This design comes from an exercise in tuning for small area, a short achievable clock period and few clock cycles per item on the open sky130 flow, not from production work.
The RTL was checked by simulation tests, not by an equivalence proof against the original design.
No activity file was given, so power comes from the tool's default toggle rates.

==> inputs of run a <==
## wavegen
module wavegen (
  input  wire        clk,
  input  wire        rst,
  input  wire        cmd_valid,
  output wire        cmd_ready,
  input  wire [7:0]  cmd_op,
  input  wire [63:0] cmd_arg,
  output reg         resp_valid,
  output wire [7:0]  resp_status,
  output wire [63:0] resp_data,
  output reg         smp_valid,
  output reg  [7:0]  smp_data,
  output reg  [2:0]  smp_lanes
);
clock: 12.0 ns
lec_check: 0
cap_margin: 20
core_margin: 2
core_utilization: 60
cts_cluster_diameter: 120
cts_cluster_size: 22
slew_margin: 20
synth_memory_max_bits: 65536
standard.sh (not shown) runs the stock make flow with config.mk's settings and CLKGATE_MAP_FILE= SYNTH_SCRIPT=/design/flow/synth_recipe.tcl, a recipe that flattens the netlist after the stock synthesis.
==> flow/flow/run.sh <==
#!/bin/bash
set -euo pipefail
bash standard.sh SETUP_SLACK_MARGIN=8 \
  "BUFFER_PORTS_ARGS=-buffer_cell sky130_fd_sc_hd__buf_2" \
  finish > make_finish.log 2>&1
==> run b (differences from run a) <==
--- a/flow/design.v
+++ b/flow/design.v
@@ -1,47 +1,17 @@
 module wg_add #(parameter W = 46) (
   input  wire [W-1:0] a,
   input  wire [W-1:0] b,
   input  wire         cin,
-  output wire [W-1:0] sum,
-  output wire [W-1:0] cout      
-);
-  localparam L = (W > 32) ? 6 : (W > 16) ? 5 : (W > 8) ? 4 : 3;
-  wire [W-1:0] p0 = a ^ b;
-  wire [W-1:0] gg [0:L];
-  wire [W-1:0] pp [0:L];
-  assign gg[0] = {a[W-1:1] & b[W-1:1], (a[0] & b[0]) | (p0[0] & cin)};
-  assign pp[0] = p0;
-  genvar k, i;
-  generate
-    for (k = 0; k < L; k = k + 1) begin : lvl
-      for (i = 0; i < W; i = i + 1) begin : bt
-        if (i >= (1 << k)) begin : op
-          assign gg[k+1][i] = gg[k][i] | (pp[k][i] & gg[k][i-(1<<k)]);
-          assign pp[k+1][i] = pp[k][i] & pp[k][i-(1<<k)];
-        end else begin : pass
-          assign gg[k+1][i] = gg[k][i];
-          assign pp[k+1][i] = pp[k][i];
-        end
-      end
-    end
-  endgenerate
-  assign sum  = p0 ^ {gg[L][W-2:0], cin};
-  assign cout = gg[L];
-endmodule
-module wg_addc #(parameter W = 23) (
-  input  wire [W-1:0] a,
-  input  wire [W-1:0] b,
-  input  wire         cin,
   output wire [W-1:0] sum
 );
   localparam L = (W > 32) ? 6 : (W > 16) ? 5 : (W > 8) ? 4 : 3;
   wire [W-1:0] p0 = a ^ b;
   wire [W-1:0] gg [0:L];
   wire [W-1:0] pp [0:L];
-  assign gg[0] = a & b;
+  assign gg[0] = {a[W-1:1] & b[W-1:1], (a[0] & b[0]) | (p0[0] & cin)};
   assign pp[0] = p0;
   genvar k, i;
   generate
     for (k = 0; k < L; k = k + 1) begin : lvl
       for (i = 0; i < W; i = i + 1) begin : bt
         if (i >= (1 << k)) begin : op
@@ -51,33 +21,27 @@
           assign gg[k+1][i] = gg[k][i];
           assign pp[k+1][i] = pp[k][i];
         end
       end
     end
   endgenerate
-  wire [W-1:0] c = {gg[L][W-2:0] | (pp[L][W-2:0] & {(W-1){cin}}), cin};
-  assign sum = p0 ^ c;
+  assign sum = p0 ^ {gg[L][W-2:0], cin};
 endmodule
 module wg_divu (
   input  wire [44:0] opa,
   input  wire [45:0] s2,
   input  wire        cin,
-  input  wire [45:23] t2,
+  input  wire [45:0] t2,
+  input  wire        div,
   output wire [45:0] s,
   output wire [45:0] t,
-  output wire        keep_s,
-  output wire        keep_t
+  output wire        keep
 );
-  wire [45:0] a = {1'b0, opa};
-  wire [45:0] s_co;
-  wg_add #(.W(46)) u_s (.a(a), .b(s2), .cin(cin), .sum(s), .cout(s_co));
-  wire [45:23] t_hi;
-  wg_addc #(.W(23)) u_t (.a(a[45:23]), .b(t2), .cin(s_co[22]), .sum(t_hi));
-  assign t = {t_hi, s[22:0]};
-  assign keep_s = ~s[45];
-  assign keep_t = ~t[45];
+  wg_add #(.W(46)) u_s (.a({1'b0, opa}), .b(s2), .cin(cin),  .sum(s));
+  wg_add #(.W(46)) u_t (.a({1'b0, opa}), .b(t2), .cin(1'b0), .sum(t));
+  assign keep = div ? ~s[45] : ~t[45];
 endmodule
 module wg_sine_quarter (
   input  wire [11:0] q,
   output reg  [6:0]  v
 );
   always @* begin
@@ -2644,13 +2608,13 @@
   reg        act_bank;
   reg [43:0] m;            
   reg [13:0] q;            
   reg [43:0] R;            
   reg [12:0] A;            
   reg [43:0] B;            
-  reg [43:23] Bm;          
+  reg [43:0] Bm;           
   reg        need_r, need_ab, need_q, wrap_pend;
   reg [NS-1:0] ost;
   reg [NS-1:0] nst;
   reg          nhq;
   reg        r_sh, r_div, r_pdiv, r_sB, r_sK, r_sKs, r_dbl;
   reg [7:0]  op;
@@ -2668,25 +2632,25 @@
   localparam [45:0] ND  = 46'd0 - {2'd0, D};
   wire [44:0] opa = r_sh ? {R, r_div & X[63]} : {1'b0, R};
   wire [45:0] s2  = r_sB  ? {2'd0, B} :
                     r_sK  ? {32'd0, k_const} :
                     r_div ? ~{2'd0, (r_pdiv ? {1'b0, freq} : period)} :
                             46'd0;
-  wire [45:23] t2 = r_sB  ? {2'b11, Bm} :
-                    r_sK  ? k_minus_d[45:23] : ND[45:23];
+  wire [45:0] t2  = r_sB  ? {2'b11, Bm} :
+                    r_sK  ? k_minus_d : ND;
   wire [45:0] as_s, as_t;
-  wire        keep_s, keep_t;    
-  wg_divu u_step (.opa(opa), .s2(s2), .cin(r_div), .t2(t2),
-                  .s(as_s), .t(as_t), .keep_s(keep_s), .keep_t(keep_t));
-  wire [43:0] r_div_n = keep_s ? as_s[43:0] : opa[43:0];
-  wire [43:0] r_mod   = keep_t ? as_t[43:0] : as_s[43:0];
+  wire        keep;
+  wg_divu u_step (.opa(opa), .s2(s2), .cin(r_div), .t2(t2), .div(r_div),
+                  .s(as_s), .t(as_t), .keep(keep));
+  wire [43:0] r_div_n = keep ? as_s[43:0] : opa[43:0];
+  wire [43:0] r_mod   = keep ? as_t[43:0] : as_s[43:0];
   wire [13:0] qa  = r_dbl ? {q[12:0], 1'b0} : q;
   wire [13:0] qb  = r_sB ? {1'b0, A} : 14'd0;
   wire [13:0] qs0 = qa + qb;
   wire [13:0] qs1 = qa + qb + 14'd1;
-  wire [13:0] q_mod = keep_t ? qs1 : qs0;
+  wire [13:0] q_mod = keep ? qs1 : qs0;
   wire [43:0] m_inc = m + 44'd1;
   wire        wrap  = (m_inc == period);
   wire        last  = (cnt == 7'd1);
   wire [63:0] X_sh  = {X[62:0], 1'b0};
   wire        hi8_nz  = |X[63:56];
   wire        fs_bad  = X[55] || (X[54:0] == 55'd0) || (X[54:0] > HALF_D);
@@ -2886,13 +2850,13 @@
         if (need_r) R <= 44'd0;
       end
     end
     hq <= nhq;
     if (r_div) begin
       R   <= r_div_n;
-      X   <= {X[62:0], keep_s};
+      X   <= {X[62:0], keep};
       cnt <= cnt - 7'd1;
     end
     if (ost[I_PDONE]) X <= 64'd0;
     if (ost[I_MLOAD]) m <= R;
     if (ost[I_DISP]) begin
       if (need_ab) begin
@@ -2932,13 +2896,13 @@
       X   <= X_sh;
       cnt <= cnt - 7'd1;
     end
     if (ost[I_HDONE] && !hq) begin
       A  <= q[12:0];
       B  <= R;
-      Bm <= as_t[43:23];     
+      Bm <= as_t[43:0];      
     end
     if (ost[I_STRM]) begin
       if (wrap) begin
         m <= 44'd0;
         q <= 14'd0;
         R <= 44'd0;
==> run c (differences from run a) <==
--- a/flow/design.v
+++ b/flow/design.v
@@ -1,47 +1,17 @@
 module wg_add #(parameter W = 46) (
   input  wire [W-1:0] a,
   input  wire [W-1:0] b,
   input  wire         cin,
-  output wire [W-1:0] sum,
-  output wire [W-1:0] cout      
-);
-  localparam L = (W > 32) ? 6 : (W > 16) ? 5 : (W > 8) ? 4 : 3;
-  wire [W-1:0] p0 = a ^ b;
-  wire [W-1:0] gg [0:L];
-  wire [W-1:0] pp [0:L];
-  assign gg[0] = {a[W-1:1] & b[W-1:1], (a[0] & b[0]) | (p0[0] & cin)};
-  assign pp[0] = p0;
-  genvar k, i;
-  generate
-    for (k = 0; k < L; k = k + 1) begin : lvl
-      for (i = 0; i < W; i = i + 1) begin : bt
-        if (i >= (1 << k)) begin : op
-          assign gg[k+1][i] = gg[k][i] | (pp[k][i] & gg[k][i-(1<<k)]);
-          assign pp[k+1][i] = pp[k][i] & pp[k][i-(1<<k)];
-        end else begin : pass
-          assign gg[k+1][i] = gg[k][i];
-          assign pp[k+1][i] = pp[k][i];
-        end
-      end
-    end
-  endgenerate
-  assign sum  = p0 ^ {gg[L][W-2:0], cin};
-  assign cout = gg[L];
-endmodule
-module wg_addc #(parameter W = 23) (
-  input  wire [W-1:0] a,
-  input  wire [W-1:0] b,
-  input  wire         cin,
   output wire [W-1:0] sum
 );
   localparam L = (W > 32) ? 6 : (W > 16) ? 5 : (W > 8) ? 4 : 3;
   wire [W-1:0] p0 = a ^ b;
   wire [W-1:0] gg [0:L];
   wire [W-1:0] pp [0:L];
-  assign gg[0] = a & b;
+  assign gg[0] = {a[W-1:1] & b[W-1:1], (a[0] & b[0]) | (p0[0] & cin)};
   assign pp[0] = p0;
   genvar k, i;
   generate
     for (k = 0; k < L; k = k + 1) begin : lvl
       for (i = 0; i < W; i = i + 1) begin : bt
         if (i >= (1 << k)) begin : op
@@ -51,33 +21,27 @@
           assign gg[k+1][i] = gg[k][i];
           assign pp[k+1][i] = pp[k][i];
         end
       end
     end
   endgenerate
-  wire [W-1:0] c = {gg[L][W-2:0] | (pp[L][W-2:0] & {(W-1){cin}}), cin};
-  assign sum = p0 ^ c;
+  assign sum = p0 ^ {gg[L][W-2:0], cin};
 endmodule
 module wg_divu (
   input  wire [44:0] opa,
   input  wire [45:0] s2,
   input  wire        cin,
-  input  wire [45:23] t2,
+  input  wire [45:0] t2,
+  input  wire        div,
   output wire [45:0] s,
   output wire [45:0] t,
-  output wire        keep_s,
-  output wire        keep_t
+  output wire        keep
 );
-  wire [45:0] a = {1'b0, opa};
-  wire [45:0] s_co;
-  wg_add #(.W(46)) u_s (.a(a), .b(s2), .cin(cin), .sum(s), .cout(s_co));
-  wire [45:23] t_hi;
-  wg_addc #(.W(23)) u_t (.a(a[45:23]), .b(t2), .cin(s_co[22]), .sum(t_hi));
-  assign t = {t_hi, s[22:0]};
-  assign keep_s = ~s[45];
-  assign keep_t = ~t[45];
+  wg_add #(.W(46)) u_s (.a({1'b0, opa}), .b(s2), .cin(cin),  .sum(s));
+  wg_add #(.W(46)) u_t (.a({1'b0, opa}), .b(t2), .cin(1'b0), .sum(t));
+  assign keep = div ? ~s[45] : ~t[45];
 endmodule
 module wg_sine_quarter (
   input  wire [11:0] q,
   output reg  [6:0]  v
 );
   always @* begin
@@ -2644,13 +2608,13 @@
   reg        act_bank;
   reg [43:0] m;            
   reg [13:0] q;            
   reg [43:0] R;            
   reg [12:0] A;            
   reg [43:0] B;            
-  reg [43:23] Bm;          
+  reg [43:0] Bm;           
   reg        need_r, need_ab, need_q, wrap_pend;
   reg [NS-1:0] ost;
   reg [NS-1:0] nst;
   reg          nhq;
   reg        r_sh, r_div, r_pdiv, r_sB, r_sK, r_sKs, r_dbl;
   reg [7:0]  op;
@@ -2668,25 +2632,25 @@
   localparam [45:0] ND  = 46'd0 - {2'd0, D};
   wire [44:0] opa = r_sh ? {R, r_div & X[63]} : {1'b0, R};
   wire [45:0] s2  = r_sB  ? {2'd0, B} :
                     r_sK  ? {32'd0, k_const} :
                     r_div ? ~{2'd0, (r_pdiv ? {1'b0, freq} : period)} :
                             46'd0;
-  wire [45:23] t2 = r_sB  ? {2'b11, Bm} :
-                    r_sK  ? k_minus_d[45:23] : ND[45:23];
+  wire [45:0] t2  = r_sB  ? {2'b11, Bm} :
+                    r_sK  ? k_minus_d : ND;
   wire [45:0] as_s, as_t;
-  wire        keep_s, keep_t;    
-  wg_divu u_step (.opa(opa), .s2(s2), .cin(r_div), .t2(t2),
-                  .s(as_s), .t(as_t), .keep_s(keep_s), .keep_t(keep_t));
-  wire [43:0] r_div_n = keep_s ? as_s[43:0] : opa[43:0];
-  wire [43:0] r_mod   = keep_t ? as_t[43:0] : as_s[43:0];
+  wire        keep;
+  wg_divu u_step (.opa(opa), .s2(s2), .cin(r_div), .t2(t2), .div(r_div),
+                  .s(as_s), .t(as_t), .keep(keep));
+  wire [43:0] r_div_n = keep ? as_s[43:0] : opa[43:0];
+  wire [43:0] r_mod   = keep ? as_t[43:0] : as_s[43:0];
   wire [13:0] qa  = r_dbl ? {q[12:0], 1'b0} : q;
   wire [13:0] qb  = r_sB ? {1'b0, A} : 14'd0;
   wire [13:0] qs0 = qa + qb;
   wire [13:0] qs1 = qa + qb + 14'd1;
-  wire [13:0] q_mod = keep_t ? qs1 : qs0;
+  wire [13:0] q_mod = keep ? qs1 : qs0;
   wire [43:0] m_inc = m + 44'd1;
   wire        wrap  = (m_inc == period);
   wire        last  = (cnt == 7'd1);
   wire [63:0] X_sh  = {X[62:0], 1'b0};
   wire        hi8_nz  = |X[63:56];
   wire        fs_bad  = X[55] || (X[54:0] == 55'd0) || (X[54:0] > HALF_D);
@@ -2886,13 +2850,13 @@
         if (need_r) R <= 44'd0;
       end
     end
     hq <= nhq;
     if (r_div) begin
       R   <= r_div_n;
-      X   <= {X[62:0], keep_s};
+      X   <= {X[62:0], keep};
       cnt <= cnt - 7'd1;
     end
     if (ost[I_PDONE]) X <= 64'd0;
     if (ost[I_MLOAD]) m <= R;
     if (ost[I_DISP]) begin
       if (need_ab) begin
@@ -2932,13 +2896,13 @@
       X   <= X_sh;
       cnt <= cnt - 7'd1;
     end
     if (ost[I_HDONE] && !hq) begin
       A  <= q[12:0];
       B  <= R;
-      Bm <= as_t[43:23];     
+      Bm <= as_t[43:0];      
     end
     if (ost[I_STRM]) begin
       if (wrap) begin
         m <= 44'd0;
         q <= 14'd0;
         R <= 44'd0;
==> flow/flow/run.sh (replaced) <==
#!/bin/bash
# Standard ORFS layout, with timing repair aiming for extra setup slack
# (the SDC, clock period and I/O constraints are the standard flow's, unchanged).
set -euo pipefail
MARGIN=${MARGIN:-8}
bash standard.sh SETUP_SLACK_MARGIN=$MARGIN finish > make_finish.log 2>&1
==> flow/config.mk (replaced) <==
export PLATFORM = sky130hd
export DESIGN_NAME = wavegen
export DESIGN_NICKNAME = wavegen
export VERILOG_FILES = /design/flow/design.v
export SDC_FILE = /design/flow/constraint.sdc
export NUM_CORES = 4
export LEC_CHECK = 0
export CAP_MARGIN = 20
export CORE_MARGIN = 2
export CORE_UTILIZATION = 40
export SLEW_MARGIN = 20
export SYNTH_MEMORY_MAX_BITS = 65536
==> notes.md <==
First-iteration DRC count: run c is smaller than run a (about 26%).
Between run a and run b, the lower synthesized cell count is in run b (gap about 1.7%, measured against run b).
Wire length: run a > run c > run b.
Against run a, the sequential cell count of run b is higher by 23.
Between run c and run b, the lower via count is in run c (gap about 0.9%, measured against run b).
Critical path depth, highest first: run c, run b, run a.
Between run c and run a, the lower count of clock-buffer cells in the layout is in run a (gap 34).
==> figures <==
item	run b	run a	run c
Width of the die	253 um	254 um	309 um
Delay of the slowest cell on the worst path	0.45 ns	0.54 ns	0.35 ns
Layout-to-synthesis area ratio	1.151x	1.146x	1.249x
Data buffer area share	7.74%	7.53%	10.3%
Via count of the first global-routing pass	34,285	36,371	34,979
Worst slack on hold paths	0.336 ns	0.333 ns	0.336 ns
Post-synth top area share	18.9%	18.9%	18.9%
Detailed-route via count	39,253	41,062	38,899
Cell with the largest stage delay on the worst path	dfxtp_4	edfxtp_1	dfxtp_4
Top power group	registers	registers	the clock network
Multi-input gate count	3,740	3,779	3,742
Result of the run	finished clean	finished clean	finished clean
Mean area per synthesized cell	7.89 um2	7.76 um2	7.89 um2
Area occupied by multi-input gates	0.0252 mm2	0.0258 mm2	0.0253 mm2
Clock Power	1.05 mW	1.04 mW	2.04 mW
Testbench counts of run a, summed over its fixed seeds: cycles 146,743, samples 141,802.
Testbench counts of run b, summed over its fixed seeds: cycles 146,743, samples 141,802.
Testbench counts of run c, summed over its fixed seeds: cycles 146,743, samples 141,802.

==> afterwards: timing with drivers on the ports <==
In the flow no input, the clock included, has a driving cell. The finished layouts below were timed again as built, in two steps. Step 1, drivers: a clkbuf_16 drives clk and a buf_2 each remaining input, both assumed. Step 2 times the ports against the registers' clock, not the clock port: input delays grow and output delays shrink by t, the midpoint of the rising clock arrivals with the driver on. Slacks: ideal ports / drivers / drivers and shift; pairs: ideal ports / drivers.
run	shift t [ns]	setup WS [ns]	hold WS [ns]
run a	0.689	7.652 / 7.652 / 7.408	0.333 / 0.333 / 0.333
run b	0.701	7.923 / 7.868 / 7.421	0.336 / 0.336 / 0.336
run c	0.720	7.806 / 7.806 / 7.489	0.336 / 0.336 / 0.336
After both steps setup and hold are still met in every run listed. For run b, which loses most, drivers alone change the setup slack by -0.055 ns; drivers and shift together by -0.502 ns.
